From an optimization exercise on the open Yosys and OpenROAD flow, aimed at small area; shortcuts taken in it are not production practice.
Where RTL was checked, it was by simulation tests only, not by an equivalence proof against the original.
Only the layout flow was run in run 1; the RTL was not checked for function there.
Power figures rest on the tool's default switching activity, not on a simulated workload.

==> flow/design.v <==
module mb_proto (
    input  wire        clk,
    input  wire        rst,
    input  wire        rx_valid,
    input  wire [7:0]  rx_data,
    output wire        rx_ready,
    output reg         tx_valid,
    output wire [7:0]  tx_data,
    input  wire        tx_ready,
    input  wire        scan_busy,    
    output wire        cap_busy,     
    output wire        note_valid,
    output wire [15:0] note_min,
    output wire [15:0] note_sec
);
    localparam [1:0] S_RX = 2'd0, S_EXEC = 2'd1, S_TX = 2'd2;
    reg [511:0] ring;
    reg [5:0]   pos;            
    reg         clr;            
    reg  [7:0]  rv;             
    always @(*) begin
        case (pos)
            6'd4:  rv = 8'h07;                   
            6'd5:  rv = 8'hB2;
            6'd7, 6'd9, 6'd11: rv = 8'h01;       
            default: rv = 8'h00;
        endcase
    end
    wire [7:0]  base = clr ? rv : ring[7:0];    
    wire        we;
    wire [7:0]  din  = we ? rx_data : base;
    reg [1:0]  st;
    reg [3:0]  idx;             
    reg [7:0]  rem;             
    reg        bad;             
    reg [31:0] ch;              
    reg        a_big;           
    reg [4:0]  a;
    reg        q_big;           
    reg [6:0]  q;
    reg        bc_ok;           
    reg [6:0]  j;               
    reg        chg;             
    reg        cap;             
    wire [7:0] fc   = ch[31:24];
    wire       fc03 = (fc == 8'h03);
    wire       fc06 = (fc == 8'h06);
    wire       fc10 = (fc == 8'h10);
    wire [5:0] aq      = {1'b0, a} + {1'b0, j[6:1]};
    wire       at_slot = (pos == {aq[4:0], j[0]});
    wire [7:0] sum_aq  = {3'b0, a} + {1'b0, q};
    wire       q_zero  = ~q_big & (q == 7'd0);
    wire       rng_bad = a_big | q_big | (sum_aq > 8'd32);
    wire       e03_rd  = fc03 & (q_zero | q_big | (q > 7'd125));
    wire       e02_rd  = fc03 & ~e03_rd & rng_bad;
    wire       e02_ws  = fc06 & a_big;
    wire       e03_wm  = fc10 & (q_zero | q_big | (q > 7'd123) | ~bc_ok);
    wire       e02_wm  = fc10 & ~e03_wm & rng_bad;
    wire       e01     = ~(fc03 | fc06 | fc10);
    wire       e02     = e02_rd | e02_ws | e02_wm;
    wire       exc     = e01 | e02 | e03_rd | e03_wm;
    wire       ok03    = fc03 & ~exc;
    wire       ok06    = fc06 & ~exc;
    wire       last_rx = (idx >= 4'd6) && (rem == 8'd1);
    wire       wr_byte = (fc06 & ~a_big & ((idx == 4'd10 & ~last_rx) | idx == 4'd11)) |
                         (fc10 & ~exc & (idx == 4'd13) & (j != {q[5:0], 1'b0}));
    assign rx_ready = (st == S_RX) & ~cap & (~wr_byte | at_slot);
    wire   rx_fire  = rx_valid & rx_ready;
    assign we       = rx_fire & wr_byte;
    assign cap_busy   = cap;
    assign note_valid = cap & ~scan_busy & (pos == 6'd0);
    assign note_min   = {ring[7:0], ring[15:8]};
    assign note_sec   = {ring[23:16], ring[31:24]};
    wire       ring_ph = (ok03 & idx >= 4'd9) | (ok06 & idx >= 4'd10);
    wire       ring_nx = (ok03 & idx >= 4'd8) | (ok06 & idx >= 4'd9);
    wire       last_tx = ring_ph ? (j == (ok03 ? {q[5:0], 1'b0} : 7'd2))
                                 : (idx == (exc ? 4'd8 : 4'd11));
    wire       pace    = ~cap | (pos[4:0] == 5'd0);
    reg  [7:0] tbyte;
    always @(*) begin
        case (idx)
            4'd0: tbyte = ch[7:0];
            4'd1: tbyte = ch[15:8];
            4'd5: tbyte = exc ? 8'd3 : ok03 ? {q[5:0], 1'b0} + 8'd3 : 8'd6;
            4'd6: tbyte = ch[23:16];
            4'd7: tbyte = {exc | fc[7], fc[6:0]};
            4'd8: tbyte = e01 ? 8'd1 : e02 ? 8'd2 : exc ? 8'd3 : ok03 ? {q[6:0], 1'b0} : 8'd0;
            4'd9: tbyte = {3'd0, a};
            4'd11: tbyte = {1'b0, q};
            default: tbyte = 8'd0;
        endcase
    end
    assign tx_data = ring_ph ? rem : tbyte;
    always @(posedge clk) begin
        ring <= {din, ring[511:8]};
        pos  <= pos + 6'd1;
        if (pos == 6'd63) clr <= 1'b0;
        if (note_valid) cap <= 1'b0;
        case (st)
            S_RX: if (rx_fire) begin
                if (idx != 4'd13) idx <= idx + 4'd1;
                if (idx >= 4'd6) rem <= rem - 8'd1;
                if (idx < 4'd10) j <= 7'd0;
                if (idx == 4'd0 || idx == 4'd1 || idx == 4'd6 || idx == 4'd7)
                    ch <= {rx_data, ch[31:8]};
                case (idx)
                    4'd0: chg <= 1'b0;
                    4'd2: bad <= (rx_data != 8'd0);
                    4'd3, 4'd4: bad <= bad | (rx_data != 8'd0);
                    4'd5: begin
                        bad <= bad | (rx_data < 8'd2) | (rx_data > 8'd253);
                        rem <= rx_data;
                    end
                    4'd8: a_big <= (rx_data != 8'd0);
                    4'd9: begin
                        a_big <= a_big | (rx_data[7:5] != 3'd0);
                        a     <= rx_data[4:0];
                    end
                    4'd10: q_big <= (rx_data != 8'd0);
                    4'd11: begin
                        q_big <= q_big | rx_data[7];
                        q     <= rx_data[6:0];
                    end
                    4'd12: bc_ok <= (rx_data == {q, 1'b0}) & (rem > rx_data);
                    default: ;
                endcase
                if (we) begin
                    j <= j + 7'd1;
                    if (pos[5:2] == 4'd0 && rx_data != base) chg <= 1'b1;
                end
                if (idx == 4'd6 && bad) begin
                    idx <= 4'd0;
                end else if (last_rx) begin
                    idx <= idx;
                    st  <= S_EXEC;
                end
            end
            S_EXEC: begin
                idx <= 4'd0;
                j   <= 7'd0;
                if (((fc03 | fc06) & idx <= 4'd10) | (fc10 & idx <= 4'd11)) begin
                    st <= S_RX;
                end else begin
                    st  <= S_TX;
                    cap <= chg;
                end
            end
            default: begin
                if (~tx_valid) begin
                    if (pace & (~ring_ph | at_slot)) begin
                        tx_valid <= 1'b1;
                        if (ring_ph) begin
                            rem <= din;
                            j   <= j + 7'd1;
                        end
                    end
                end else if (tx_ready) begin
                    if (last_tx) begin
                        tx_valid <= 1'b0;
                        st       <= S_RX;
                        idx      <= 4'd0;
                    end else begin
                        if (~ring_ph) idx <= idx + 4'd1;
                        if (pace & (~ring_nx | at_slot)) begin
                            if (ring_nx) begin
                                rem <= din;
                                j   <= j + 7'd1;
                            end
                        end else
                            tx_valid <= 1'b0;
                    end
                end
            end
        endcase
        if (rst) begin
            pos      <= 6'd0;
            clr      <= 1'b1;
            st       <= S_RX;
            idx      <= 4'd0;
            cap      <= 1'b0;
            tx_valid <= 1'b0;
        end
    end
endmodule
module disp_render (
    input  wire        clk,
    input  wire        rst,
    input  wire        load,
    input  wire [15:0] t_min,
    input  wire [15:0] t_sec,
    input  wire [1:0]  srow,
    input  wire [4:0]  col,
    output wire        pix
);
    reg       dv;               
    reg       m_sat;
    reg [9:0] m;
    reg       s_sat;
    reg [5:0] s;
    always @(posedge clk) begin
        if (rst)
            dv <= 1'b0;
        else if (load)
            dv <= 1'b1;
        if (load) begin
            m_sat <= (t_min[15:10] != 6'd0) | (t_min[9:0] > 10'd999);
            m     <= t_min[9:0];
            s_sat <= (t_sec[15:6] != 10'd0) | (t_sec[5:0] > 6'd59);
            s     <= t_sec[5:0];
        end
    end
    function [3:0] add3;
        input [3:0] x;
        add3 = (x >= 4'd5) ? x + 4'd3 : x;
    endfunction
    reg [21:0] z;
    reg [13:0] y;
    integer i;
    always @(*) begin
        z = {12'd0, m};
        for (i = 0; i < 10; i = i + 1) begin
            z[13:10] = add3(z[13:10]);
            z[17:14] = add3(z[17:14]);
            z = z << 1;
        end
        y = {8'd0, s};
        for (i = 0; i < 6; i = i + 1) begin
            y[9:6] = add3(y[9:6]);
            y = y << 1;
        end
    end
    wire [3:0] dm2 = m_sat ? 4'd9 : z[21:18];
    wire [3:0] dm1 = m_sat ? 4'd9 : z[17:14];
    wire [3:0] dm0 = m_sat ? 4'd9 : z[13:10];
    wire [3:0] ds1 = s_sat ? 4'd5 : y[13:10];
    wire [3:0] ds0 = s_sat ? 4'd9 : y[9:6];
    reg [3:0] d;
    reg [2:0] gc;
    reg       on;
    always @(*) begin
        on = 1'b1; d = 4'd0; gc = 3'd0;
        case (col)
            5'd0, 5'd1, 5'd2, 5'd3, 5'd4:      begin d = dm2; gc = col[2:0];        end
            5'd6, 5'd7, 5'd8, 5'd9, 5'd10:     begin d = dm1; gc = col[2:0] - 3'd6; end
            5'd12, 5'd13, 5'd14, 5'd15, 5'd16: begin d = dm0; gc = col[2:0] - 3'd4; end
            5'd21, 5'd22, 5'd23, 5'd24, 5'd25: begin d = ds1; gc = col[2:0] - 3'd5; end
            5'd27, 5'd28, 5'd29, 5'd30, 5'd31: begin d = ds0; gc = col[2:0] - 3'd3; end
            default: on = 1'b0;
        endcase
    end
    reg [19:0] f;               
    always @(*) begin
        case (d)
            4'd0: f = {5'h0E | 5'h19, 5'h11 | 5'h11, 5'h13 | 5'h0E, 5'h15};
            4'd1: f = {5'h04 | 5'h04, 5'h0C | 5'h04, 5'h04 | 5'h0E, 5'h04};
            4'd2: f = {5'h0E | 5'h04, 5'h11 | 5'h08, 5'h01 | 5'h1F, 5'h02};
            4'd3: f = {5'h1F | 5'h01, 5'h02 | 5'h11, 5'h04 | 5'h0E, 5'h02};
            4'd4: f = {5'h02 | 5'h1F, 5'h06 | 5'h02, 5'h0A | 5'h02, 5'h12};
            4'd5: f = {5'h1F | 5'h01, 5'h10 | 5'h11, 5'h1E | 5'h0E, 5'h01};
            4'd6: f = {5'h06 | 5'h11, 5'h08 | 5'h11, 5'h10 | 5'h0E, 5'h1E};
            4'd7: f = {5'h1F | 5'h08, 5'h01 | 5'h08, 5'h02 | 5'h08, 5'h04};
            4'd8: f = {5'h0E | 5'h11, 5'h11 | 5'h11, 5'h11 | 5'h0E, 5'h0E};
            default: f = {5'h0E | 5'h01, 5'h11 | 5'h02, 5'h11 | 5'h0C, 5'h0F};
        endcase
    end
    wire [4:0] fr = f[19 - 5*srow -: 5];
    assign pix = dv & on & fr[3'd4 - gc];
endmodule
module scan_engine (
    input  wire       clk,
    input  wire       rst,
    input  wire       scan_tick,
    input  wire       hold,         
    output reg        busy,         
    output wire [4:0] col,
    input  wire       pix,
    output reg        panel_oe,
    output reg  [1:0] panel_addr,
    output reg        panel_data,
    output wire       panel_clk,
    output wire       panel_lat
);
    reg       pend;                 
    reg [6:0] k;                    
    assign col        = k[5:1];
    assign panel_clk  = busy & k[0] & ~k[6];
    assign panel_lat  = busy & k[6] & ~k[0];
    always @(posedge clk)
        panel_data <= pix;
    always @(posedge clk) begin
        if (rst) begin
            pend       <= 1'b0;
            busy       <= 1'b0;
            panel_oe   <= 1'b0;
            panel_addr <= 2'd3;
        end else begin
            if (scan_tick) begin
                panel_oe <= 1'b0;
                pend     <= 1'b1;
            end
            if (busy) begin
                k <= k + 7'd1;
                if (k[6] & k[0]) begin
                    busy     <= 1'b0;
                    panel_oe <= 1'b1;
                end
            end else if (pend & ~hold) begin
                pend       <= 1'b0;
                busy       <= 1'b1;
                k          <= 7'd0;
                panel_addr <= panel_addr + 2'd1;
            end
        end
    end
endmodule
module modbus_led (
    input  wire        clk,
    input  wire        rst,
    input  wire        rx_valid,
    input  wire [7:0]  rx_data,
    output wire        rx_ready,
    output wire        tx_valid,
    output wire [7:0]  tx_data,
    input  wire        tx_ready,
    output wire        log_valid,
    output wire [15:0] log_min,
    output wire [15:0] log_sec,
    input  wire        scan_tick,
    output wire        panel_oe,
    output wire [1:0]  panel_addr,
    output wire        panel_data,
    output wire        panel_clk,
    output wire        panel_lat
);
    wire       scan_busy;
    wire       cap_busy;
    wire [4:0] col;
    wire       pix;
    mb_proto u_proto (
        .clk        (clk),
        .rst        (rst),
        .rx_valid   (rx_valid),
        .rx_data    (rx_data),
        .rx_ready   (rx_ready),
        .tx_valid   (tx_valid),
        .tx_data    (tx_data),
        .tx_ready   (tx_ready),
        .scan_busy  (scan_busy),
        .cap_busy   (cap_busy),
        .note_valid (log_valid),
        .note_min   (log_min),
        .note_sec   (log_sec)
    );
    disp_render u_disp (
        .clk        (clk),
        .rst        (rst),
        .load       (log_valid),
        .t_min      (log_min),
        .t_sec      (log_sec),
        .srow       (panel_addr),
        .col        (col),
        .pix        (pix)
    );
    scan_engine u_scan (
        .clk        (clk),
        .rst        (rst),
        .scan_tick  (scan_tick),
        .hold       (cap_busy),
        .busy       (scan_busy),
        .col        (col),
        .pix        (pix),
        .panel_oe   (panel_oe),
        .panel_addr (panel_addr),
        .panel_data (panel_data),
        .panel_clk  (panel_clk),
        .panel_lat  (panel_lat)
    );
endmodule
==> flow/run.sh <==
#!/bin/bash
# synth_recipe.tcl (not shown) runs the flow's synth.tcl, then flattens the netlist and writes it again
# the make line also repeats each setting of config.mk as NAME=value (left out here)
make -C /OpenROAD-flow-scripts/flow DESIGN_CONFIG=/design/flow/config.mk WORK_HOME=/design/flow/orfs CLKGATE_MAP_FILE= SYNTH_SCRIPT=/design/flow/synth_recipe.tcl finish
==> flow/config.mk <==
export PLATFORM = sky130hd
export DESIGN_NAME = modbus_led
export DESIGN_NICKNAME = modbus_led
export VERILOG_FILES = /design/flow/design.v
export SDC_FILE = /design/flow/constraint.sdc
export NUM_CORES = 4
export LEC_CHECK = 0
export ABC_AREA = 1
export CAP_MARGIN = 20
export CORE_MARGIN = 2
export CORE_UTILIZATION = 40
export CTS_BUF_LIST = sky130_fd_sc_hd__clkbuf_4 sky130_fd_sc_hd__clkbuf_8
export GPL_TIMING_DRIVEN = 0
export SLEW_MARGIN = 20
==> flow/constraint.sdc <==
create_clock -name core_clock -period 10.0 [get_ports {clk}]
set_input_delay 2.0000 -clock core_clock [delete_from_list [all_inputs] [get_ports {clk}]]
set_output_delay 2.0000 -clock core_clock [all_outputs]
set_load 0.01 [all_outputs]
==> metrics.md, run 1 <==
| Metric | Value |
|---|---|
| Worst hold path endpoint | u_proto.ring[218]$_DFF_P_ |
| Total Routing Usage GR | 0.162 |
| Number of routed nets with antenna violations | 0 |
| Setup crit end kind | primary output |
| Final worst-path setup slack | 1.84 ns |
| Die ar. | 51100 sq um |
| Global route total overflow | 0 |
| Vias per cell | 4.65 |
| Violation count after the first detailed-routing iteration | 837 |
| Mapped Nets | 1879 |
| Main flop type after synthesis | sky130_fd_sc_hd__dfxtp_1 |
| Origin of the worst min-delay path | u_proto.ring[226]$_DFF_P_ |
| Via count of the first global-routing pass | 12400 |
| Startpoint of the most critical register-to-register path | u_disp.m[7]$_DFFE_PP_ |
| Post-synthesis area per instance | 10.9 sq um |
| Fmax | 123 MHz |
| Hold Path Depth | 0 |
| CTS Sinks | 623 |
| Fin. Hold Viols | 0 |
| Nets | 2036 |
| Number of buffers between clock root and the deepest sink | 3 |
| Dpl hpwl | 28200 um |
| Depth of the CTS H-tree | 3 |
| Vias after detailed routing | 12600 |
| Skew-Pair Late Insertion Delay | 0.68 ns |
| Library cells used by synthesis | 59 |
| Total of fill cells in the finished design | 4497 |
| Worst EP arrival | 6.16 ns |
| Ratio of total power to cell area | 214 nW/um^2 |
| Synth area leaders | sky130_fd_sc_hd__dfxtp_1 54%, sky130_fd_sc_hd__edfxtp_1 14%, sky130_fd_sc_hd__nand2_1 4.8% |
| Status | complete, no violations |
| Worst Max-Slew Pin Slew | 0.956 ns |
| Leading cell types by count after synthesis | 534 x sky130_fd_sc_hd__dfxtp_1, 252 x sky130_fd_sc_hd__nand2_1, 188 x sky130_fd_sc_hd__inv_1 |
| Reg-to-reg slack, setup | 2.78 ns |
| Req. time, crit path | 8.00 ns |
| Portion of synthesized cell area occupied by the leading cell type | 0.542 |
| Relative area change from synthesis to final layout | 18.0% |
| Final max-slew violation count | 0 |
| Worst r2r path cells | 63 |
| Site row count | 81 |
| Minimum clock period | 8.16 ns |
| Setup repair after global routing missed its margin | no |
| Share of the clock period used by the worst path after layout | 0.816 |
| Global-route wire length before repair | 64300 um |
| Final number of setup-violating endpoints | 0 |
| Reg-to-reg critical path endpoint | u_scan.panel_data$_DFF_P_ |
| Setup crit start kind | flip-flop |
| Worst-case vdd ir drop | 0.103 mV |
| Static leakage | 0.00988 uW |
| Number of antenna violations at the first check in global routing | 1 |
| TritonCTS clock tree | built |
| Effective utilization at floorplan | 0.404 |
| Count of mapped cells out of synthesis | 1805 |
| Cell-by-cell trace of the critical path | ha_1, inv_1, fa_1, o21ai_0, nand2_1, a21oi_1, nand3_1, o21ai_0, o211ai_1, a21boi_1, nand2_1, nor2_2, inv_1, o22ai_1, inv_1, clkbuf_1, o21ai_0, clkdlybuf4s50_1 |
| Number of post-CTS setup repair buffers | 0 |
| Maximum number of pins on one net before global-route repair | 21 |
| Number of synthesized flops with an enable pin | 89 |
| DRC | 0 |
| Post-CTS Hold Fix Bufs | 0 |
| Iteration count of the initial detailed-routing pass | 5 |
| Placer congestion estimate | 0.874 |
| Largest fanout on the critical path | 10 |
| Min-Delay Path Class | reg2reg |
| Worst clock skew on the final layout | 0.0252 ns |
| Vertical die dimension | 226 um |
| Worst-case headroom to the max-slew limit | 0.361 |
| Resized cells post-CTS | 0 |
| Maximum capacitance violations | 0 |
| Area inside the core boundary | 48700 sq um |
| Routed length per placed instance | 14.9 um |
| Sum of routed wire length over all layers | 40300 um |
| Classification of the worst setup path | reg2out |
| Highest cell delay on the worst timing path | 0.64 ns |
| Number of antenna cells inserted | 0 |
| Share of post-route cells with drive strength above 1 | 0.142 |
| Cell with the most instances after synthesis | sky130_fd_sc_hd__dfxtp_1 |
| Aggregate negative setup slack | 0 ns |
| Post-synthesis cell area | 19700 sq um |
| Count of input and output buffers | 61 |
| Die X-Extent | 226 um |
| Ys async rst share | 0 |
| Seq/Total Area, Yosys | 0.678 |
| Number of synthesis warnings | 3 |
| Master of the slowest instance on the critical path | sky130_fd_sc_hd__o22ai_1 |
| Number of primary I/O pins | 62 |
| #FFs+latches synth | 623 |
| Buffer type at the clock tree root | sky130_fd_sc_hd__clkbuf_8 |
| Pre-CTS setup slack | 2.69 ns |
| Number of buffers added by the clock tree synthesis step | 90 |
| Synth area leader | sky130_fd_sc_hd__dfxtp_1 |
| Register clock-pin slew on the reported worst setup and hold paths | 0.06 ns |
==> power breakdown <==
group	leakage, uW	switching, uW	internal (uW)
Sequential	0.00520	26.1	2600
Clock	0.00109	956	1240
Combinational	0.00360	93.2	55.4
Total	0.00988	1080	3900
==> routing by layer <==
layer | global-route usage | routed length [um]
met5 | 0 | 0
met4 | 0.0634 | 1190
met3 | 0.0419 | 2380
met2 | 0.253 | 17800
met1 | 0.214 | 19000
==> metrics by stage <==
| step | utilization | cell area, sq um | total power, uW | hold slack [ns] | instances |
|---|---|---|---|---|---|
| 2_1_floorplan | - | 19700 | 2760 | 0.310 | 1805 |
| 3_3_place_gp | 0.434 | 21200 | 2830 | 0.311 | 2530 |
| 3_5_place_dp | 0.435 | 21200 | 2830 | 0.312 | 2534 |
| 4_1_cts | 0.477 | 23200 | 5050 | 0.303 | 2699 |
| 5_1_grt | 0.477 | 23200 | 5180 | 0.322 | 2699 |
| 6_report | 0.477 | 23200 | 4970 | 0.308 | 2699 |
==> critical path, delay by kind of cell, from the launching register on <==
kind	cells	cell delay, ns
buffers and inverters	5	1.52
AO/OA/AOI/OAI	7	1.95
AND/OR/NAND/NOR	4	0.81
adder cells (fa/ha/maj)	2	0.68
flip-flops	1	0.54
==> placed cells by master (no fill, tap or decap), drive strengths merged, types with 61 or more instances in the layout <==
master         instances
nand3                 91
nor2                 140
a21oi                 64
dfxtp                534
clkbuf               149
edfxtp                89
nand2                289
clkdlybuf4s50         61
o21ai                102
inv                  209
==> flip-flops by register name (all words and copies together), names as in the netlist, 2 cells and up <==
| name | count |
|---|---|
| u_scan.panel_addr | 2 |
| u_proto.q | 7 |
| u_proto.st | 2 |
| u_proto.ch | 32 |
| u_proto.ring | 512 |
| u_disp.s | 6 |
| u_proto.j | 7 |
| u_proto.idx | 4 |
| u_proto.a | 5 |
| u_proto.rem | 8 |
| u_disp.m | 10 |
| u_scan.k | 7 |
| u_proto.pos | 6 |
==> layout make-up <==
class | instances | area [sq um] | area share
clock inverters | 31 | 375 | 0.0161
well taps | 664 | 831 | 0.0357
inverters | 201 | 754 | 0.0325
clock buffers | 134 | 1660 | 0.0713
plain buffers | 51 | 323 | 0.0139
multi-input cells | 930 | 5290 | 0.228
repair buffers | 65 | 653 | 0.0281
flip-flops and latches | 623 | 13400 | 0.575
==> cells by family (layout without fill, tap and decap cells) <==
family                   after synthesis  count (layout)  share of synthesized area
AND/OR/NAND/NOR                      597             597                      0.140
multiplexers                           1               1                   0.000508
flip-flops                           623             623                      0.678
buffers and inverters                252             482                     0.0547
XOR/XNOR                              32              32                     0.0142
AO/OA/AOI/OAI                        239             239                     0.0726
adder cells (fa/ha/maj)               61              61                     0.0399
==> worst max path at each step <==
stage / startpoint / end / cells past startpoint
floorplan: u_disp.m[7]$_DFFE_PP_ / u_scan.panel_data$_DFF_P_ / 65
global placement: u_proto.pos[2]$_SDFF_PP0_ / log_valid / 6
detailed placement: u_proto.q[0]$_DFFE_PP_ / tx_data[2] / 18
CTS: u_proto.q[0]$_DFFE_PP_ / tx_data[2] / 18
global route: u_proto.q[0]$_DFFE_PP_ / tx_data[2] / 18
finish: u_proto.q[0]$_DFFE_PP_ / tx_data[2] / 18
==> run 2, diff against run 1 <==
--- a/flow/design.v
+++ b/flow/design.v
@@ -11,7 +11,11 @@
     output wire        cap_busy,     
     output wire        note_valid,
     output wire [15:0] note_min,
-    output wire [15:0] note_sec
+    output wire [15:0] note_sec,
+    output wire        conv,         
+    output wire [3:0]  conv_step,
+    output wire [9:0]  conv_mbit,    
+    output wire [5:0]  conv_sbit     
 );
     localparam [1:0] S_RX = 2'd0, S_EXEC = 2'd1, S_TX = 2'd2;
     reg [511:0] ring;
@@ -42,6 +46,7 @@
     reg [6:0]  j;               
     reg        chg;             
     reg        cap;             
+    reg        cgo;             
     wire [7:0] fc   = ch[31:24];
     wire       fc03 = (fc == 8'h03);
     wire       fc06 = (fc == 8'h06);
@@ -68,7 +73,12 @@
     wire   rx_fire  = rx_valid & rx_ready;
     assign we       = rx_fire & wr_byte;
     assign cap_busy   = cap;
-    assign note_valid = cap & ~scan_busy & (pos == 6'd0);
+    assign note_valid = cap & ~cgo & ~scan_busy & (pos == 6'd0);
+    assign conv      = note_valid | cgo;
+    assign conv_step = pos[3:0];
+    assign conv_mbit = {ring[448], ring[457], ring[466], ring[475], ring[484],
+                        ring[493], ring[502], ring[511], ring[504], ring[1]};
+    assign conv_sbit = {ring[496], ring[505], ring[2], ring[11], ring[20], ring[29]};
     assign note_min   = {ring[7:0], ring[15:8]};
     assign note_sec   = {ring[23:16], ring[31:24]};
     wire       ring_ph = (ok03 & idx >= 4'd9) | (ok06 & idx >= 4'd10);
@@ -95,7 +105,11 @@
         ring <= {din, ring[511:8]};
         pos  <= pos + 6'd1;
         if (pos == 6'd63) clr <= 1'b0;
-        if (note_valid) cap <= 1'b0;
+        if (note_valid) cgo <= 1'b1;
+        if (cgo & (pos == 6'd9)) begin
+            cgo <= 1'b0;
+            cap <= 1'b0;
+        end
         case (st)
             S_RX: if (rx_fire) begin
                 if (idx != 4'd13) idx <= idx + 4'd1;
@@ -178,6 +192,7 @@
             st       <= S_RX;
             idx      <= 4'd0;
             cap      <= 1'b0;
+            cgo      <= 1'b0;
             tx_valid <= 1'b0;
         end
     end
@@ -188,63 +203,56 @@
     input  wire        load,
     input  wire [15:0] t_min,
     input  wire [15:0] t_sec,
+    input  wire        conv,
+    input  wire [3:0]  conv_step,
+    input  wire [9:0]  conv_mbit,
+    input  wire [5:0]  conv_sbit,
     input  wire [1:0]  srow,
     input  wire [4:0]  col,
     output wire        pix
 );
     reg       dv;               
-    reg       m_sat;
-    reg [9:0] m;
-    reg       s_sat;
-    reg [5:0] s;
+    reg       m_sat, s_sat;     
+    reg [3:0] dm2, dm1, dm0;    
+    reg [2:0] ds1;
+    reg [3:0] ds0;
+    function [3:0] add3;
+        input [3:0] x;
+        add3 = (x >= 4'd5) ? x + 4'd3 : x;
+    endfunction
+    wire       first = (conv_step == 4'd0);
+    wire       ms    = first ? ((t_min[15:10] != 6'd0) | (t_min[9:0] > 10'd999)) : m_sat;
+    wire       ss    = first ? ((t_sec[15:6] != 10'd0) | (t_sec[5:0] > 6'd59)) : s_sat;
+    wire [9:0] m999  = 10'b1110011111;    
+    wire [5:0] s59   = 6'b110111;         
+    wire       mb    = ms ? m999[conv_step] : conv_mbit[conv_step];
+    wire       sb    = ss ? s59[conv_step[2:0]] : conv_sbit[conv_step[2:0]];
+    wire [11:0] mcur = first ? 12'd0 : {dm2, add3(dm1), add3(dm0)};
+    wire [6:0]  scur = first ? 7'd0  : {ds1, add3(ds0)};
     always @(posedge clk) begin
         if (rst)
             dv <= 1'b0;
         else if (load)
             dv <= 1'b1;
-        if (load) begin
-            m_sat <= (t_min[15:10] != 6'd0) | (t_min[9:0] > 10'd999);
-            m     <= t_min[9:0];
-            s_sat <= (t_sec[15:6] != 10'd0) | (t_sec[5:0] > 6'd59);
-            s     <= t_sec[5:0];
-        end
-    end
-    function [3:0] add3;
-        input [3:0] x;
-        add3 = (x >= 4'd5) ? x + 4'd3 : x;
-    endfunction
-    reg [21:0] z;
-    reg [13:0] y;
-    integer i;
-    always @(*) begin
-        z = {12'd0, m};
-        for (i = 0; i < 10; i = i + 1) begin
-            z[13:10] = add3(z[13:10]);
-            z[17:14] = add3(z[17:14]);
-            z = z << 1;
-        end
-        y = {8'd0, s};
-        for (i = 0; i < 6; i = i + 1) begin
-            y[9:6] = add3(y[9:6]);
-            y = y << 1;
+        if (conv) begin
+            m_sat <= ms;
+            s_sat <= ss;
+            {dm2, dm1, dm0} <= {mcur[10:0], mb};
+            if (conv_step < 4'd6)
+                {ds1, ds0} <= {scur[5:0], sb};
         end
     end
-    wire [3:0] dm2 = m_sat ? 4'd9 : z[21:18];
-    wire [3:0] dm1 = m_sat ? 4'd9 : z[17:14];
-    wire [3:0] dm0 = m_sat ? 4'd9 : z[13:10];
-    wire [3:0] ds1 = s_sat ? 4'd5 : y[13:10];
-    wire [3:0] ds0 = s_sat ? 4'd9 : y[9:6];
     reg [3:0] d;
     reg [2:0] gc;
     reg       on;
     always @(*) begin
         on = 1'b1; d = 4'd0; gc = 3'd0;
         case (col)
-            5'd0, 5'd1, 5'd2, 5'd3, 5'd4:      begin d = dm2; gc = col[2:0];        end
-            5'd6, 5'd7, 5'd8, 5'd9, 5'd10:     begin d = dm1; gc = col[2:0] - 3'd6; end
-            5'd12, 5'd13, 5'd14, 5'd15, 5'd16: begin d = dm0; gc = col[2:0] - 3'd4; end
-            5'd21, 5'd22, 5'd23, 5'd24, 5'd25: begin d = ds1; gc = col[2:0] - 3'd5; end
-            5'd27, 5'd28, 5'd29, 5'd30, 5'd31: begin d = ds0; gc = col[2:0] - 3'd3; end
+            5'd0, 5'd1, 5'd2, 5'd3, 5'd4:      begin d = dm2;          gc = col[2:0];        end
+            5'd6, 5'd7, 5'd8, 5'd9, 5'd10:     begin d = dm1;          gc = col[2:0] - 3'd6; end
+            5'd12, 5'd13, 5'd14, 5'd15, 5'd16: begin d = dm0;          gc = col[2:0] - 3'd4; end
+            5'd21, 5'd22, 5'd23, 5'd24, 5'd25: begin d = {1'b0, ds1};  gc = col[2:0] - 3'd5; end
+            5'd27, 5'd28, 5'd29, 5'd30, 5'd31: begin d = ds0;          gc = col[2:0] - 3'd3; end
             default: on = 1'b0;
         endcase
     end
@@ -336,6 +344,10 @@
     wire       cap_busy;
     wire [4:0] col;
     wire       pix;
+    wire       conv;
+    wire [3:0] conv_step;
+    wire [9:0] conv_mbit;
+    wire [5:0] conv_sbit;
     mb_proto u_proto (
         .clk        (clk),
         .rst        (rst),
@@ -349,7 +361,11 @@
         .cap_busy   (cap_busy),
         .note_valid (log_valid),
         .note_min   (log_min),
-        .note_sec   (log_sec)
+        .note_sec   (log_sec),
+        .conv       (conv),
+        .conv_step  (conv_step),
+        .conv_mbit  (conv_mbit),
+        .conv_sbit  (conv_sbit)
     );
     disp_render u_disp (
         .clk        (clk),
@@ -357,6 +373,10 @@
         .load       (log_valid),
         .t_min      (log_min),
         .t_sec      (log_sec),
+        .conv       (conv),
+        .conv_step  (conv_step),
+        .conv_mbit  (conv_mbit),
+        .conv_sbit  (conv_sbit),
         .srow       (panel_addr),
         .col        (col),
         .pix        (pix)
==> run 2 against run 1 <==
Compared with the run above:
- synthesized cell count shrank 8.2%
- worst hold slack got worse by 0.015 ns
- synthesized area fell by 3.2%
- design area down 2.4%
==> metrics.md, run 2 <==
| Metric | Value |
|---|---|
| Cell-by-cell trace of the critical path | ha_1, inv_1, fa_1, inv_1, nand2_1, a21oi_1, nand2_1, nor2_1, nand2_1, nand2_1, nand2_2, nand2_4, nand4_4, o22ai_2, inv_1, clkbuf_1, o21ai_0, clkdlybuf4s50_1 (was ha_1, inv_1, fa_1, o21ai_0, nand2_1, a21oi_1, nand3_1, o21ai_0, o211ai_1, a21boi_1, nand2_1, nor2_2, inv_1, o22ai_1, inv_1, clkbuf_1, o21ai_0, clkdlybuf4s50_1) |
| Global route total overflow | 0 (unchanged) |
| Synth area leaders | sky130_fd_sc_hd__dfxtp_1 56%, sky130_fd_sc_hd__edfxtp_1 14%, sky130_fd_sc_hd__nand2_1 3.8% (was sky130_fd_sc_hd__dfxtp_1 54%, sky130_fd_sc_hd__edfxtp_1 14%, sky130_fd_sc_hd__nand2_1 4.8%) |
| Largest register by flop count | u_proto.ring (unchanged) |
| Skew-Pair Late Insertion Delay | 0.69 ns (was 0.68 ns) |
| Number of synthesized flops with an enable pin | 92 (was 89) |
| Req. time, crit path | 8.00 ns (about the same) |
| Via count of the first global-routing pass | 11500 (was 12400) |
| Worst-case vdd ir drop | 0.139 mV (was 0.103 mV) |
| Number of synthesis warnings | 3 (unchanged) |
| Post-synthesis cell area | 19100 sq um (was 19700 sq um) |
| Number of routed nets with antenna violations | 0 (unchanged) |
| Worst Max-Slew Pin Slew | 0.868 ns (was 0.956 ns) |
| Site row count | 80 (was 81) |
| Min-Delay Path Class | reg2reg (unchanged) |
| Placed Cells incl. Taps | 2333 (was 2534) |
| Non-filler instance count after layout | 2507 (was 2699) |
| Number of post-CTS setup repair buffers | 0 (unchanged) |
| Iteration count of the initial detailed-routing pass | 5 (unchanged) |
| CTS Sinks | 627 (was 623) |
| Depth of the CTS H-tree | 3 (unchanged) |
| Number of buffers added by the clock tree synthesis step | 93 (was 90) |
| Synth area leader | sky130_fd_sc_hd__dfxtp_1 (unchanged) |
| Violation count after the first detailed-routing iteration | 760 (was 837) |
| Resized cells post-CTS | 0 (unchanged) |
| DRC | 0 (unchanged) |
| Vias after detailed routing | 11800 (was 12600) |
| Flip-flop count of the largest register after layout | 512 (unchanged) |
| Total of fill cells in the finished design | 4324 (was 4497) |
| Classification of the worst setup path | reg2out (unchanged) |
| Master of the slowest instance on the critical path | sky130_fd_sc_hd__edfxtp_1 (was sky130_fd_sc_hd__o22ai_1) |
| Ys async rst share | 0 (unchanged) |
| Die ar. | 49400 sq um (was 51100 sq um) |
| CP dominant cell by count | sky130_fd_sc_hd__nand2_1 |
| Leading cell types by count after synthesis | 535 x sky130_fd_sc_hd__dfxtp_1, 192 x sky130_fd_sc_hd__nand2_1, 155 x sky130_fd_sc_hd__inv_1 (was 534 x sky130_fd_sc_hd__dfxtp_1, 252 x sky130_fd_sc_hd__nand2_1, 188 x sky130_fd_sc_hd__inv_1) |
| Number of antenna violations at the first check in global routing | 0 (was 1) |
| Number of antenna cells inserted | 0 (unchanged) |
| Relative area change from synthesis to final layout | 19.0% (was 18.0%) |
| Area inside the core boundary | 47400 sq um (was 48700 sq um) |
| Maximum capacitance violations | 0 (unchanged) |
| Share of the clock period used by the worst path after layout | 0.674 (was 0.816) |
| Placer congestion estimate | 0.946 (was 0.874) |
| Number of primary I/O pins | 62 (unchanged) |
| Status | complete, no violations (unchanged) |
| Setup crit end kind | primary output (unchanged) |
| Effective utilization at floorplan | 0.402 (was 0.404) |
| Routed length per placed instance | 15.1 um (was 14.9 um) |
| Largest fanout on the critical path | 10 (unchanged) |
| Count of input and output buffers | 60 (was 61) |
| Setup repair after global routing missed its margin | no (unchanged) |
| Portion of synthesized cell area occupied by the leading cell type | 0.562 (was 0.542) |
| Die X-Extent | 222 um (was 226 um) |
| Commonest non-fill, non-tap cells in the layout | 535 x sky130_fd_sc_hd__dfxtp_1, 192 x sky130_fd_sc_hd__nand2_1, 155 x sky130_fd_sc_hd__inv_1, 137 x sky130_fd_sc_hd__nor2_1, 126 x sky130_fd_sc_hd__clkbuf_8 (was 534 x sky130_fd_sc_hd__dfxtp_1, 252 x sky130_fd_sc_hd__nand2_1, 188 x sky130_fd_sc_hd__inv_1, 136 x sky130_fd_sc_hd__nor2_1, 104 x sky130_fd_sc_hd__clkbuf_8) |
| Nets | 1874 (was 2036) |
| Vias per cell | 4.71 (was 4.65) |
| TritonCTS clock tree | built (unchanged) |
| Buffer type at the clock tree root | sky130_fd_sc_hd__clkbuf_8 (unchanged) |
| Library cells used by synthesis | 68 (was 59) |
| Register clock-pin slew on the reported worst setup and hold paths | 0.06 ns (about the same) |
| Sum of routed wire length over all layers | 37800 um (was 40300 um) |
| Registers with the most flip-flops | u_proto.ring: 512 flops, u_proto.ch: 32 flops, u_proto.rem: 8 flops (was u_proto.ring: 512 flops, u_proto.ch: 32 flops, u_disp.m: 10 flops) |
| Total Routing Usage GR | 0.154 (was 0.162) |
| Maximum number of pins on one net before global-route repair | 31 (was 21) |
| Global-route wire length before repair | 60400 um (was 64300 um) |
| Final max-slew violation count | 0 (unchanged) |
| Highest cell delay on the worst timing path | 0.66 ns (was 0.64 ns) |
| Fmax | 148 MHz (was 123 MHz) |
| Post-synthesis area per instance | 11.5 sq um (was 10.9 sq um) |
| Worst EP arrival | 4.74 ns (was 6.16 ns) |
| Seq/Total Area, Yosys | 0.706 (was 0.678) |
| Commonest non-fill, non-tap cell in the layout | sky130_fd_sc_hd__dfxtp_1 (unchanged) |
| Aggregate negative setup slack | 0 ns (unchanged) |
| Minimum clock period | 6.74 ns (was 8.16 ns) |
| Mapped Nets | 1717 (was 1879) |
| Share of post-route cells with drive strength above 1 | 0.151 (was 0.142) |
| Cell with the most instances after synthesis | sky130_fd_sc_hd__dfxtp_1 (unchanged) |
| Final number of setup-violating endpoints | 0 (unchanged) |
| Dpl hpwl | 25900 um (was 28200 um) |
| #FFs+latches synth | 627 (was 623) |
| Fin. Hold Viols | 0 (unchanged) |
| Count of mapped cells out of synthesis | 1657 (was 1805) |
| Worst-case headroom to the max-slew limit | 0.422 (was 0.361) |
| Worst clock skew on the final layout | 0.0339 ns (was 0.0252 ns) |
| Static leakage | 0.00941 uW (was 0.00988 uW) |
| Main flop type after synthesis | sky130_fd_sc_hd__dfxtp_1 (unchanged) |
| Vertical die dimension | 222 um (was 226 um) |
| Number of buffers between clock root and the deepest sink | 3 (unchanged) |
| Ratio of total power to cell area | 259 nW/um^2 (was 214 nW/um^2) |
| Setup crit start kind | flip-flop (unchanged) |
| Post-CTS Hold Fix Bufs | 0 (unchanged) |
[run 2: per-layer routing]
layer | global-route usage | routed length (um)
met2 | 0.230 | 16000
met4 | 0.0675 | 1290
met3 | 0.0438 | 2750
met5 | 0 | 0
met1 | 0.208 | 17700
[run 2: logic make-up after synthesis]
family / Yosys count / synth area share
buffers and inverters: 216 / 0.0504
adder cells (fa/ha/maj): 47 / 0.0320
AND/OR/NAND/NOR: 496 / 0.122
AO/OA/AOI/OAI: 245 / 0.0771
XOR/XNOR: 26 / 0.0119
flip-flops: 627 / 0.706
[run 2: final cells by class]
class,count,area [sq um],share of cell area
sequential,627,13500,0.593
multi-input combinational,814,4640,0.205
clock buffer,144,1870,0.0823
tap,615,769,0.0339
inverter,167,629,0.0277
timing repair buffer,62,626,0.0276
clock inverter,29,359,0.0158
buffer,49,333,0.0147
[run 2: final timing paths]
path,slack [ns],cells past startpoint,endpoint,startpoint
max reg2reg,5.57,18,u_proto.rem[4]$_DFFE_PP_,u_proto.q[0]$_DFFE_PP_
max,3.26,18,tx_data[6],u_proto.q[0]$_DFFE_PP_
min reg2reg,0.29,0,u_proto.ring[185]$_DFF_P_,u_proto.ring[193]$_DFF_P_
min,0.29,0,u_proto.ring[185]$_DFF_P_,u_proto.ring[193]$_DFF_P_
[run 2: per-stage QoR]
step | area (sq um) | hold WS (ns) | utilization | worst slack [ns] | total power [uW]
final | 22700 | 0.292 | 0.479 | 3.26 | 5880
after global routing | 22700 | 0.311 | 0.479 | 2.99 | 6160
after detailed placement | 20500 | 0.312 | 0.431 | 4.03 | 3600
after global placement | 20400 | 0.310 | 0.431 | 4.04 | 3570
after CTS | 22700 | 0.299 | 0.478 | 3.27 | 5950
after floorplan | 19100 | 0.310 | - | 5.41 | 3330
[run 2: power breakdown]
| part | internal, uW | total [uW] | switching (uW) |
|---|---|---|---|
| registers | 2740 | 2840 | 100 |
| clock network | 1350 | 2330 | 985 |
| logic | 261 | 704 | 443 |
| total | 4350 | 5880 | 1530 |
[run 2: worst max-delay path: cells and delay by family, from the launching register on]
kind / cells / cell delay [ns]
fa+ha+maj: 2 / 0.63
buf+inv: 5 / 1.24
compound gates: 3 / 0.84
simple gates: 8 / 0.69
flops: 1 / 0.66
==> run 3, diff against run 2 <==
--- a/flow/design.v
+++ b/flow/design.v
@@ -8,14 +8,14 @@
     output wire [7:0]  tx_data,
     input  wire        tx_ready,
     input  wire        scan_busy,    
-    output wire        cap_busy,     
     output wire        note_valid,
     output wire [15:0] note_min,
     output wire [15:0] note_sec,
     output wire        conv,         
     output wire [3:0]  conv_step,
     output wire [9:0]  conv_mbit,    
-    output wire [5:0]  conv_sbit     
+    output wire [5:0]  conv_sbit,    
+    output wire [5:0]  ring_pos
 );
     localparam [1:0] S_RX = 2'd0, S_EXEC = 2'd1, S_TX = 2'd2;
     reg [511:0] ring;
@@ -33,6 +33,7 @@
     wire [7:0]  base = clr ? rv : ring[7:0];    
     wire        we;
     wire [7:0]  din  = we ? rx_data : base;
+    assign ring_pos = pos;
     reg [1:0]  st;
     reg [3:0]  idx;             
     reg [7:0]  rem;             
@@ -72,7 +73,6 @@
     assign rx_ready = (st == S_RX) & ~cap & (~wr_byte | at_slot);
     wire   rx_fire  = rx_valid & rx_ready;
     assign we       = rx_fire & wr_byte;
-    assign cap_busy   = cap;
     assign note_valid = cap & ~cgo & ~scan_busy & (pos == 6'd0);
     assign conv      = note_valid | cgo;
     assign conv_step = pos[3:0];
@@ -208,7 +208,7 @@
     input  wire [9:0]  conv_mbit,
     input  wire [5:0]  conv_sbit,
     input  wire [1:0]  srow,
-    input  wire [4:0]  col,
+    input  wire [4:0]  pcol,        
     output wire        pix
 );
     reg       dv;               
@@ -247,12 +247,12 @@
     reg       on;
     always @(*) begin
         on = 1'b1; d = 4'd0; gc = 3'd0;
-        case (col)
-            5'd0, 5'd1, 5'd2, 5'd3, 5'd4:      begin d = dm2;          gc = col[2:0];        end
-            5'd6, 5'd7, 5'd8, 5'd9, 5'd10:     begin d = dm1;          gc = col[2:0] - 3'd6; end
-            5'd12, 5'd13, 5'd14, 5'd15, 5'd16: begin d = dm0;          gc = col[2:0] - 3'd4; end
-            5'd21, 5'd22, 5'd23, 5'd24, 5'd25: begin d = {1'b0, ds1};  gc = col[2:0] - 3'd5; end
-            5'd27, 5'd28, 5'd29, 5'd30, 5'd31: begin d = ds0;          gc = col[2:0] - 3'd3; end
+        case (pcol)
+            5'd8, 5'd9, 5'd10, 5'd11, 5'd12:   begin d = dm2;         gc = pcol[2:0];        end
+            5'd14, 5'd15, 5'd16, 5'd17, 5'd18: begin d = dm1;         gc = pcol[2:0] - 3'd6; end
+            5'd20, 5'd21, 5'd22, 5'd23, 5'd24: begin d = dm0;         gc = pcol[2:0] - 3'd4; end
+            5'd29, 5'd30, 5'd31, 5'd0, 5'd1:   begin d = {1'b0, ds1}; gc = pcol[2:0] - 3'd5; end
+            5'd3, 5'd4, 5'd5, 5'd6, 5'd7:      begin d = ds0;         gc = pcol[2:0] - 3'd3; end
             default: on = 1'b0;
         endcase
     end
@@ -278,21 +278,17 @@
     input  wire       clk,
     input  wire       rst,
     input  wire       scan_tick,
-    input  wire       hold,         
+    input  wire [5:0] pos,
     output reg        busy,         
-    output wire [4:0] col,
-    input  wire       pix,
+    input  wire       pix,          
     output reg        panel_oe,
     output reg  [1:0] panel_addr,
     output reg        panel_data,
     output wire       panel_clk,
-    output wire       panel_lat
+    output reg        panel_lat
 );
-    reg       pend;                 
-    reg [6:0] k;                    
-    assign col        = k[5:1];
-    assign panel_clk  = busy & k[0] & ~k[6];
-    assign panel_lat  = busy & k[6] & ~k[0];
+    reg pend;                       
+    assign panel_clk = busy & pos[0];
     always @(posedge clk)
         panel_data <= pix;
     always @(posedge clk) begin
@@ -301,22 +297,24 @@
             busy       <= 1'b0;
             panel_oe   <= 1'b0;
             panel_addr <= 2'd3;
+            panel_lat  <= 1'b0;
         end else begin
+            panel_lat <= 1'b0;
             if (scan_tick) begin
                 panel_oe <= 1'b0;
                 pend     <= 1'b1;
             end
-            if (busy) begin
-                k <= k + 7'd1;
-                if (k[6] & k[0]) begin
-                    busy     <= 1'b0;
-                    panel_oe <= 1'b1;
+            if (panel_lat)
+                panel_oe <= 1'b1;
+            if (pos == 6'd15) begin
+                if (busy) begin
+                    busy      <= 1'b0;
+                    panel_lat <= 1'b1;
+                end else if (pend) begin
+                    pend       <= 1'b0;
+                    busy       <= 1'b1;
+                    panel_addr <= panel_addr + 2'd1;
                 end
-            end else if (pend & ~hold) begin
-                pend       <= 1'b0;
-                busy       <= 1'b1;
-                k          <= 7'd0;
-                panel_addr <= panel_addr + 2'd1;
             end
         end
     end
@@ -341,8 +339,7 @@
     output wire        panel_lat
 );
     wire       scan_busy;
-    wire       cap_busy;
-    wire [4:0] col;
+    wire [5:0] pos;
     wire       pix;
     wire       conv;
     wire [3:0] conv_step;
@@ -358,14 +355,14 @@
         .tx_data    (tx_data),
         .tx_ready   (tx_ready),
         .scan_busy  (scan_busy),
-        .cap_busy   (cap_busy),
         .note_valid (log_valid),
         .note_min   (log_min),
         .note_sec   (log_sec),
         .conv       (conv),
         .conv_step  (conv_step),
         .conv_mbit  (conv_mbit),
-        .conv_sbit  (conv_sbit)
+        .conv_sbit  (conv_sbit),
+        .ring_pos   (pos)
     );
     disp_render u_disp (
         .clk        (clk),
@@ -378,16 +375,15 @@
         .conv_mbit  (conv_mbit),
         .conv_sbit  (conv_sbit),
         .srow       (panel_addr),
-        .col        (col),
+        .pcol       (pos[5:1]),
         .pix        (pix)
     );
     scan_engine u_scan (
         .clk        (clk),
         .rst        (rst),
         .scan_tick  (scan_tick),
-        .hold       (cap_busy),
+        .pos        (pos),
         .busy       (scan_busy),
-        .col        (col),
         .pix        (pix),
         .panel_oe   (panel_oe),
         .panel_addr (panel_addr),
--- a/flow/config.mk
+++ b/flow/config.mk
@@ -9,6 +9,8 @@
 export CAP_MARGIN = 20
 export CORE_MARGIN = 2
 export CORE_UTILIZATION = 40
-export CTS_BUF_LIST = sky130_fd_sc_hd__clkbuf_4 sky130_fd_sc_hd__clkbuf_8
+export CTS_BUF_LIST = sky130_fd_sc_hd__clkbuf_16
+export CTS_CLUSTER_DIAMETER = 100
+export CTS_CLUSTER_SIZE = 30
 export GPL_TIMING_DRIVEN = 0
 export SLEW_MARGIN = 20
==> run 3 against run 2 <==
Compared with the run above:
- still clean
- clock skew decreased by 0.016 ns
- register-to-register slack better by 0.23 ns
- first-iteration DRC count rose by 6.6%
- via count decreased by 6.3%
- worst hold slack gained 0.025 ns
- critical path type unchanged
- critical endpoint is now tx_data[0]
- highest routed layer unchanged
==> metrics.md, run 3 <==
| Metric | Value |
|---|---|
| Total Routing Usage GR | 0.146 (was 0.154) |
| Worst r2r path cells | 21 (was 18) |
| Flip-flop count of the largest register after layout | 512 (unchanged) |
| Req. time, crit path | 8.00 ns (about the same) |
| Global-route wire length before repair | 57700 um (was 60400 um) |
| Commonest non-fill, non-tap cell in the layout | sky130_fd_sc_hd__dfxtp_1 (unchanged) |
| Origin of the worst min-delay path | u_proto.ring[509]$_DFF_P_ (was u_proto.ring[193]$_DFF_P_) |
| Iteration count of the initial detailed-routing pass | 5 (unchanged) |
| Reg-to-reg critical path endpoint | u_proto.rem[2]$_DFFE_PP_ (was u_proto.rem[4]$_DFFE_PP_) |
| Maximum number of pins on one net before global-route repair | 32 (was 31) |
| DRC | 0 (unchanged) |
| Share of the clock period used by the worst path after layout | 0.688 (was 0.674) |
| Status | complete, no violations (unchanged) |
| Ratio of total power to cell area | 227 nW/um^2 (was 259 nW/um^2) |
| Final worst-path setup slack | 3.12 ns (was 3.26 ns) |
| Number of routed nets with antenna violations | 0 (unchanged) |
| Kind of cell adding the most delay to the critical path | buffers and inverters (unchanged) |
| Main flop type after synthesis | sky130_fd_sc_hd__dfxtp_1 (unchanged) |
| Buffers plus inverters on the worst setup path | 5 (unchanged) |
| Largest register by flop count | u_proto.ring (unchanged) |
| Worst clock skew on the final layout | 0.0181 ns (was 0.0339 ns) |
| Buffer type at the clock tree root | sky130_fd_sc_hd__clkbuf_16 (was sky130_fd_sc_hd__clkbuf_8) |
| Dpl hpwl | 25700 um (was 25900 um) |
| Aggregate negative setup slack | 0 ns (unchanged) |
| Total of fill cells in the finished design | 4353 (was 4324) |
| Number of antenna violations at the first check in global routing | 0 (unchanged) |
| Startpoint of the most critical register-to-register path | u_proto.q[0]$_DFFE_PP_ (unchanged) |
| Register clock-pin slew on the reported worst setup and hold paths | 0.11 ns (was 0.06 ns) |
| Depth of the CTS H-tree | 1 (was 3) |
| Via count of the first global-routing pass | 10700 (was 11500) |
| Post-synthesis cell area | 18800 sq um (was 19100 sq um) |
| Count of input and output buffers | 61 (was 60) |
| Instance area after placement | 20200 sq um (was 20500 sq um) |
| Vias per cell | 4.74 (was 4.71) |
| Resized cells post-CTS | 0 (unchanged) |
| Ys async rst share | 0 (unchanged) |
| Setup crit end kind | primary output (unchanged) |
| Final number of setup-violating endpoints | 0 (unchanged) |
| Synth area leader | sky130_fd_sc_hd__dfxtp_1 (unchanged) |
| Placed Cells incl. Taps | 2299 (was 2333) |
| Static leakage | 0.00856 uW (was 0.00941 uW) |
| Worst-case headroom to the max-slew limit | 0.395 (was 0.422) |
| Violation count after the first detailed-routing iteration | 810 (was 760) |
| Post-synthesis area per instance | 11.5 sq um (about the same) |
| Global route total overflow | 0 (unchanged) |
| Number of primary I/O pins | 62 (unchanged) |
| Post-route design area | 21000 sq um (was 22700 sq um) |
| Nets | 1786 (was 1874) |
| Largest fanout on the critical path | 10 (unchanged) |
| Commonest non-fill, non-tap cells in the layout | 536 x sky130_fd_sc_hd__dfxtp_1, 221 x sky130_fd_sc_hd__nand2_1, 146 x sky130_fd_sc_hd__inv_1, 117 x sky130_fd_sc_hd__nor2_1, 85 x sky130_fd_sc_hd__edfxtp_1 (was 535 x sky130_fd_sc_hd__dfxtp_1, 192 x sky130_fd_sc_hd__nand2_1, 155 x sky130_fd_sc_hd__inv_1, 137 x sky130_fd_sc_hd__nor2_1, 126 x sky130_fd_sc_hd__clkbuf_8) |
| Minimum clock period | 6.88 ns (was 6.74 ns) |
| Classification of the worst setup path | reg2out (unchanged) |
| Vertical die dimension | 221 um (was 222 um) |
| Vias after detailed routing | 11100 (was 11800) |
| Final max-slew violation count | 0 (unchanged) |
| Registers with the most flip-flops | u_proto.ring: 512 flops, u_proto.ch: 32 flops, u_proto.rem: 8 flops (unchanged) |
| Synth area leaders | sky130_fd_sc_hd__dfxtp_1 57%, sky130_fd_sc_hd__edfxtp_1 14%, sky130_fd_sc_hd__nand2_1 4.4% (was sky130_fd_sc_hd__dfxtp_1 56%, sky130_fd_sc_hd__edfxtp_1 14%, sky130_fd_sc_hd__nand2_1 3.8%) |
| Pre-CTS setup slack | 3.80 ns (was 4.03 ns) |
| Highest cell delay on the worst timing path | 0.65 ns (was 0.66 ns) |
| Sum of routed wire length over all layers | 35900 um (was 37800 um) |
| Number of buffers between clock root and the deepest sink | 3 (unchanged) |
| Master of the slowest instance on the critical path | sky130_fd_sc_hd__edfxtp_1 (unchanged) |
| Portion of synthesized cell area occupied by the leading cell type | 0.571 (was 0.562) |
| Library cells used by synthesis | 55 (was 68) |
| Power Total | 4750 uW (was 5880 uW) |
| Relative area change from synthesis to final layout | 11.5% (was 19.0%) |
| Mapped Nets | 1696 (was 1717) |
| Maximum capacitance violations | 0 (unchanged) |
| Number of buffers added by the clock tree synthesis step | 26 (was 93) |
| Site row count | 79 (was 80) |
| Count of mapped cells out of synthesis | 1630 (was 1657) |
| #FFs+latches synth | 621 (was 627) |
| Placer congestion estimate | 0.909 (was 0.946) |
| Hold Path Depth | 0 (unchanged) |
| Routed length per placed instance | 15.4 um (was 15.1 um) |
| Die X-Extent | 221 um (was 222 um) |
| Fmax | 145 MHz (was 148 MHz) |
| Share of post-route cells with drive strength above 1 | 0.0833 (was 0.151) |
| Fin. Hold Viols | 0 (unchanged) |
| Worst-case vdd ir drop | 0.212 mV (was 0.139 mV) |
| Leading cell types by count after synthesis | 536 x sky130_fd_sc_hd__dfxtp_1, 221 x sky130_fd_sc_hd__nand2_1, 143 x sky130_fd_sc_hd__inv_1 (was 535 x sky130_fd_sc_hd__dfxtp_1, 192 x sky130_fd_sc_hd__nand2_1, 155 x sky130_fd_sc_hd__inv_1) |
| Number of synthesis warnings | 3 (unchanged) |
| Non-filler instance count after layout | 2336 (was 2507) |
| CTS Sinks | 621 (was 627) |
| Die ar. | 48800 sq um (was 49400 sq um) |
| Min-Delay Path Class | reg2reg (unchanged) |
| Worst hold path endpoint | u_proto.ring[501]$_DFF_P_ (was u_proto.ring[185]$_DFF_P_) |
| Setup crit start kind | flip-flop (unchanged) |
| Seq/Total Area, Yosys | 0.706 (about the same) |
| Post-CTS Hold Fix Bufs | 0 (unchanged) |
| Reg-to-reg slack, setup | 5.80 ns (was 5.57 ns) |
| Area inside the core boundary | 46500 sq um (was 47400 sq um) |
| Setup repair after global routing missed its margin | no (unchanged) |
| Effective utilization at floorplan | 0.405 (was 0.402) |
| Cell with the most instances after synthesis | sky130_fd_sc_hd__dfxtp_1 (unchanged) |
| Worst EP arrival | 4.88 ns (was 4.74 ns) |
| TritonCTS clock tree | built (unchanged) |
| Worst Max-Slew Pin Slew | 0.908 ns (was 0.868 ns) |
| Number of synthesized flops with an enable pin | 85 (was 92) |
| Cell-by-cell trace of the critical path | ha_1, inv_1, fa_1, inv_1, nand2_1, a21oi_1, nand3_1, nand2_1, nand2_1, nand2_2, nand4_2, o22ai_2, inv_1, clkbuf_1, o21ai_0, clkdlybuf4s50_1 (was ha_1, inv_1, fa_1, inv_1, nand2_1, a21oi_1, nand2_1, nor2_1, nand2_1, nand2_1, nand2_2, nand2_4, nand4_4, o22ai_2, inv_1, clkbuf_1, o21ai_0, clkdlybuf4s50_1) |
| Number of post-CTS setup repair buffers | 0 (unchanged) |
| Skew-Pair Late Insertion Delay | 0.59 ns (was 0.69 ns) |
[run 3: cell types whose count changed after synthesis, sizes merged, moves of 5 or more]
cell,change
a211oi,+5
nand2,+23
edfxtp,-7
clkbuf,+5
a21oi,-7
nor2,-22
inv,-10
o21ai,-11
ha,+7
nor3,-9
a31oi,-5
[run 3: worst max-delay path by stage]
stage / start / end / slack (ns) / cells past startpoint
2_1_floorplan: u_proto.q[1]$_DFFE_PP_ / tx_data[0] / 5.29 / 17
3_3_place_gp: u_proto.q[1]$_DFFE_PP_ / tx_data[0] / 3.82 / 16
3_5_place_dp: u_proto.q[1]$_DFFE_PP_ / tx_data[0] / 3.80 / 16
4_1_cts: u_proto.q[1]$_DFFE_PP_ / tx_data[0] / 3.15 / 16
5_1_grt: u_proto.q[1]$_DFFE_PP_ / tx_data[0] / 2.92 / 18
6_report: u_proto.q[0]$_DFFE_PP_ / tx_data[0] / 3.12 / 16
[run 3: through the flow]
stage	utilization	hold WS (ns)
after floorplan	-	0.310
after global placement	0.434	0.310
after detailed placement	0.435	0.312
after CTS	0.451	0.312
after global routing	0.451	0.312
final	0.451	0.318
[run 3: kinds of logic after synthesis]
family | after synthesis | synth area share
XOR/XNOR | 31 | 0.0144
buffers and inverters | 216 | 0.0526
flip-flops | 621 | 0.706
AND/OR/NAND/NOR | 484 | 0.117
adder cells (fa/ha/maj) | 53 | 0.0361
AO/OA/AOI/OAI | 225 | 0.0737
[run 3: routing by layer]
metal,vias to the layer above,track usage,wire (um)
li1,5509,-,-
met1,5176,0.219,17900
met2,311,0.218,15000
met3,69,0.0208,2050
met4,0,0.0433,1030
met5,-,0,0
[run 3: area by class of cell]
| type | count | area (sq um) | share of cell area |
|---|---|---|---|
| well taps | 607 | 759 | 0.0362 |
| clock inverters | 10 | 109 | 0.00519 |
| multi-input cells | 793 | 4550 | 0.217 |
| plain buffers | 58 | 397 | 0.0189 |
| clock buffers | 26 | 651 | 0.0310 |
| inverters | 158 | 593 | 0.0283 |
| diodes | 1 | 2.50 | 0.000119 |
| flip-flops and latches | 621 | 13300 | 0.633 |
| repair buffers | 62 | 631 | 0.0301 |
[run 3: report_power, final]
| part | switching, uW | total, uW | internal (uW) |
|---|---|---|---|
| sequential | 94.2 | 2820 | 2720 |
| clock | 732 | 1230 | 494 |
| combinational | 449 | 707 | 258 |
==> run 4, diff against run 3 <==
==> flow/flow/run.sh (new file) <==
#!/bin/bash
# Own layout flow: the standard ORFS flow (standard.sh), with three changes
# to how the layout is made:
#  - synthesis maps logic with an area-only ABC script (flow/abc_area.script),
#  - the port buffers use the smallest buffer cell,
#  - clock tree synthesis does not add dummy loads.
# Each tool's full output is in the ORFS logs under orfs/logs/; this script's
# own output goes to run_standard.log.
set -euo pipefail
W=$PWD
rm -rf "$W/scripts_own"
cp -r "$FLOW_HOME/scripts" "$W/scripts_own"
cp "$W/flow/abc_area.script" "$W/scripts_own/abc_area.script"
export SCRIPTS_DIR="$W/scripts_own"
export BUFFER_PORTS_ARGS="-buffer_cell sky130_fd_sc_hd__buf_1"
export CTS_ARGS="-sink_clustering_enable -repair_clock_nets -sink_clustering_size 30 -sink_clustering_max_diameter 100 -buf_list sky130_fd_sc_hd__clkbuf_16 -dont_use_dummy_load"
bash "$W/standard.sh" > "$W/run_standard.log" 2>&1
==> flow/flow/abc_area.script (new file) <==
&get -n
&st
&dch
&nf -a
&put
topo
==> flow/standard.sh (new file) <==
#!/bin/bash
# synth_recipe.tcl (not shown) runs the flow's synth.tcl, then flattens the netlist and writes it again
# the make line also repeats each setting of config.mk as NAME=value (left out here)
make -C /OpenROAD-flow-scripts/flow DESIGN_CONFIG=/design/flow/config.mk WORK_HOME=/design/flow/orfs CLKGATE_MAP_FILE= SYNTH_SCRIPT=/design/flow/synth_recipe.tcl "${@:-finish}"
removed: flow/run.sh
==> run 4 against run 3 <==
Compared with the run above:
- global-route usage down 0.59 points
- clock power down 7%
- maximum frequency down 0.27%
- setup slack worse by 0.018 ns
- worst hold slack worse by 0.045 ns
- first-iteration DRC count down 4.0%
- synthesized area down 3.0%
- sequential share of layout area up 3.3 points
- power down 8.6%
- critical path type unchanged
- largest power group unchanged
- highest routed layer unchanged
==> metrics.md, run 4 <==
| Metric | Value |
|---|---|
| Nets | 1570 (was 1786) |
| Worst clock skew on the final layout | 0.0560 ns (was 0.0181 ns) |
| Routed length per placed instance | 16.1 um (was 15.4 um) |
| Main flop type after synthesis | sky130_fd_sc_hd__dfxtp_1 (unchanged) |
| Final number of setup-violating endpoints | 0 (unchanged) |
| Number of synthesis warnings | 3 (unchanged) |
| Number of primary I/O pins | 62 (unchanged) |
| Number of buffers added by the clock tree synthesis step | 26 (unchanged) |
| Status | complete, no violations (unchanged) |
| Synthesized-area fraction occupied by ao, oa, aoi and oai cells | 0.0964 (was 0.0737) |
| Commonest non-fill, non-tap cell in the layout | sky130_fd_sc_hd__dfxtp_1 (unchanged) |
| Leading cell types by count after synthesis | 536 x sky130_fd_sc_hd__dfxtp_1, 85 x sky130_fd_sc_hd__edfxtp_1, 85 x sky130_fd_sc_hd__nor2_1 (was 536 x sky130_fd_sc_hd__dfxtp_1, 221 x sky130_fd_sc_hd__nand2_1, 143 x sky130_fd_sc_hd__inv_1) |
| Library cells used by synthesis | 63 (was 55) |
| Synth area leaders | sky130_fd_sc_hd__dfxtp_1 59%, sky130_fd_sc_hd__edfxtp_1 14%, sky130_fd_sc_hd__ha_1 3.5% (was sky130_fd_sc_hd__dfxtp_1 57%, sky130_fd_sc_hd__edfxtp_1 14%, sky130_fd_sc_hd__nand2_1 4.4%) |
| Synth area leader | sky130_fd_sc_hd__dfxtp_1 (unchanged) |
| Maximum number of pins on one net before global-route repair | 31 (was 32) |
| Worst-case headroom to the max-slew limit | 0.188 (was 0.395) |
| Combinational family with the most area after synthesis | compound AO/OA/AOI/OAI gates (was simple AND/OR/NAND/NOR gates) |
| Minimum clock period | 6.89 ns (was 6.88 ns) |
| Global route total overflow | 0 (unchanged) |
| Commonest non-fill, non-tap cells in the layout | 536 x sky130_fd_sc_hd__dfxtp_1, 85 x sky130_fd_sc_hd__edfxtp_1, 84 x sky130_fd_sc_hd__nor2_1, 83 x sky130_fd_sc_hd__o21ai_0 (was 536 x sky130_fd_sc_hd__dfxtp_1, 221 x sky130_fd_sc_hd__nand2_1, 146 x sky130_fd_sc_hd__inv_1, 117 x sky130_fd_sc_hd__nor2_1, 85 x sky130_fd_sc_hd__edfxtp_1) |
| Number of buffers between clock root and the deepest sink | 3 (unchanged) |
| Vertical die dimension | 218 um (was 221 um) |
| Registers with the most flip-flops | u_proto.ring: 512 flops, u_proto.ch: 32 flops, u_proto.rem: 8 flops (unchanged) |
| Placer congestion estimate | 0.906 (was 0.909) |
| Switching share of total power | 0.238 (was 0.269) |
| Sequential share of power | 0.636 (was 0.593) |
| Mapped Nets | 1479 (was 1696) |
| Final cell utilization of the core | 0.441 (was 0.451) |
| Global-route wire length before repair | 52800 um (was 57700 um) |
| Number of post-CTS setup repair buffers | 0 (unchanged) |
| Portion of synthesized cell area occupied by the leading cell type | 0.588 (was 0.571) |
| Count of mapped cells out of synthesis | 1413 (was 1630) |
| Relative area change from synthesis to final layout | 9.23% (was 11.5%) |
| Die ar. | 47300 sq um (was 48800 sq um) |
| Share of synthesized cell area in and, or, nand and nor gates | 0.0854 (was 0.117) |
| Number of synthesized flops with an enable pin | 85 (unchanged) |
| Number of routed nets with antenna violations | 0 (unchanged) |
| Total Routing Usage GR | 0.140 (was 0.146) |
| Req. time, crit path | 8.00 ns (about the same) |
| Area inside the core boundary | 45200 sq um (was 46500 sq um) |
| Dpl hpwl | 23100 um (was 25700 um) |
| Portion of netlist area occupied by mux cells | 0.00466 (was 0) |
| Seq/Total Area, Yosys | 0.728 (was 0.706) |
| Die X-Extent | 218 um (was 221 um) |
| Worst-case vdd ir drop | 0.162 mV (was 0.212 mV) |
| Min-Delay Path Class | reg2reg (unchanged) |
| Iteration count of the initial detailed-routing pass | 5 (unchanged) |
| Reg-to-reg slack, setup | 4.03 ns (was 5.80 ns) |
| Total of fill cells in the finished design | 4158 (was 4353) |
| CTS Sinks | 621 (unchanged) |
| Via count of the first global-routing pass | 9627 (was 10700) |
| Register clock-pin slew on the reported worst setup and hold paths | 0.10 ns (was 0.11 ns) |
| Skew-Pair Late Insertion Delay | 0.58 ns (was 0.59 ns) |
| Setup crit end kind | primary output (unchanged) |
| Worst EP arrival | 4.89 ns (was 4.88 ns) |
| Sum of met2 wire segment lengths after detailed routing | 14700 um (was 15000 um) |
| Largest fanout on the critical path | 12 (was 10) |
| Origin of the worst min-delay path | u_proto.ring[194]$_DFF_P_ (was u_proto.ring[509]$_DFF_P_) |
| Count of input and output buffers | 61 (unchanged) |
| Switching power | 1030 uW (was 1280 uW) |
| Vias after detailed routing | 10400 (was 11100) |
| TritonCTS clock tree | built (unchanged) |
| M1 WL | 16500 um (was 17900 um) |
| Critical Path End | tx_data[7] (was tx_data[0]) |
| Sum of routed wire length over all layers | 33900 um (was 35900 um) |
| Vias per cell | 4.96 (was 4.74) |
| Maximum capacitance violations | 0 (unchanged) |
| Post-CTS Hold Fix Bufs | 0 (unchanged) |
| Aggregate negative setup slack | 0 ns (unchanged) |
| Depth of the CTS H-tree | 1 (unchanged) |
==> run 4: changes by cell type after synthesis, sizes merged, moves of 19 or more <==
cell,before,now
nand3,56,22
clkinv,3,59
nand2,235,74
inv,155,0
xnor2,10,29
nor2,125,85
==> run 4: layout make-up <==
cell class	count	area, sq um	area share
Antenna cell	1	2.50	0.000126
Buffer	32	240	0.0121
Clock buffer	26	651	0.0326
Inverter	59	221	0.0111
Multi-Input combinational cell	701	4520	0.227
Sequential cell	621	13300	0.667
Tap cell	600	751	0.0377
Timing Repair Buffer	63	258	0.0129
==> run 4: stage by stage <==
step	setup slack (ns)	hold slack, ns	instance area [sq um]	total power, uW
2_1_floorplan	4.84	0.310	18200	3090
3_3_place_gp	3.79	0.310	19200	3230
3_5_place_dp	3.71	0.312	19300	3250
4_1_cts	3.11	0.280	19900	4400
5_1_grt	2.93	0.274	19900	4540
6_report	3.11	0.272	19900	4340
==> run 4: critical path: stages (launching register included) <==
cell and delay [ns]:
sky130_fd_sc_hd__edfxtp_1 0.61, sky130_fd_sc_hd__clkinv_1 0.42, sky130_fd_sc_hd__fa_1 0.58, sky130_fd_sc_hd__xnor2_1 0.16, sky130_fd_sc_hd__nor3b_1 0.22, sky130_fd_sc_hd__a311oi_1 0.15
sky130_fd_sc_hd__o22ai_1 0.27, sky130_fd_sc_hd__nand3_1 0.48, sky130_fd_sc_hd__or2_0 0.41, sky130_fd_sc_hd__or4_1 0.56, sky130_fd_sc_hd__nand3_1 0.11, sky130_fd_sc_hd__a21oi_1 0.09
sky130_fd_sc_hd__nand2_1 0.13, sky130_fd_sc_hd__buf_1 0.16
==> run 4: cell families (layout without fill, tap and decap cells) <==
group | Yosys count | count (layout)
xor+xnor | 48 | 48
buf+inv | 91 | 180
fa+ha+maj | 53 | 53
simple gates | 316 | 316
mux | 7 | 7
flops | 621 | 621
other cells | 0 | 1
compound gates | 277 | 277
==> run 4: power by group through the flow <==
stage               Sequential (uW)  Combinational (uW)  Clock (uW)
floorplan                      2790                 303           0
global placement               2820                 415           0
detailed placement             2820                 436           0
CTS                            2760                 438        1200
global route                   2780                 487        1280
finish                         2760                 440        1140
==> run 4: worst min-delay path by stage <==
stage,end,slack [ns],depth (start not counted)
floorplan,u_proto.ring[100]$_DFF_P_,0.31,0
global placement,u_proto.ring[493]$_DFF_P_,0.31,0
detailed placement,u_proto.ring[157]$_DFF_P_,0.31,0
CTS,u_proto.ring[186]$_DFF_P_,0.28,0
global route,u_proto.ring[186]$_DFF_P_,0.27,0
finish,u_proto.ring[186]$_DFF_P_,0.27,0
==> run 4: layer usage <==
| layer | up-vias | global-route usage |
|---|---|---|
| met4 | 0 | 0.0434 |
| li1 | 5100 | - |
| met2 | 265 | 0.216 |
| met1 | 5021 | 0.201 |
| met5 | - | 0 |
| met3 | 54 | 0.0230 |

Check on run 4: ideal ports give 3.106 ns setup slack; a clkbuf_16 on the clock port and buf_2 on the inputs give 3.056 ns; moving port delays by the midpoint clock arrival (0.601 ns) as well gives 3.657 ns.
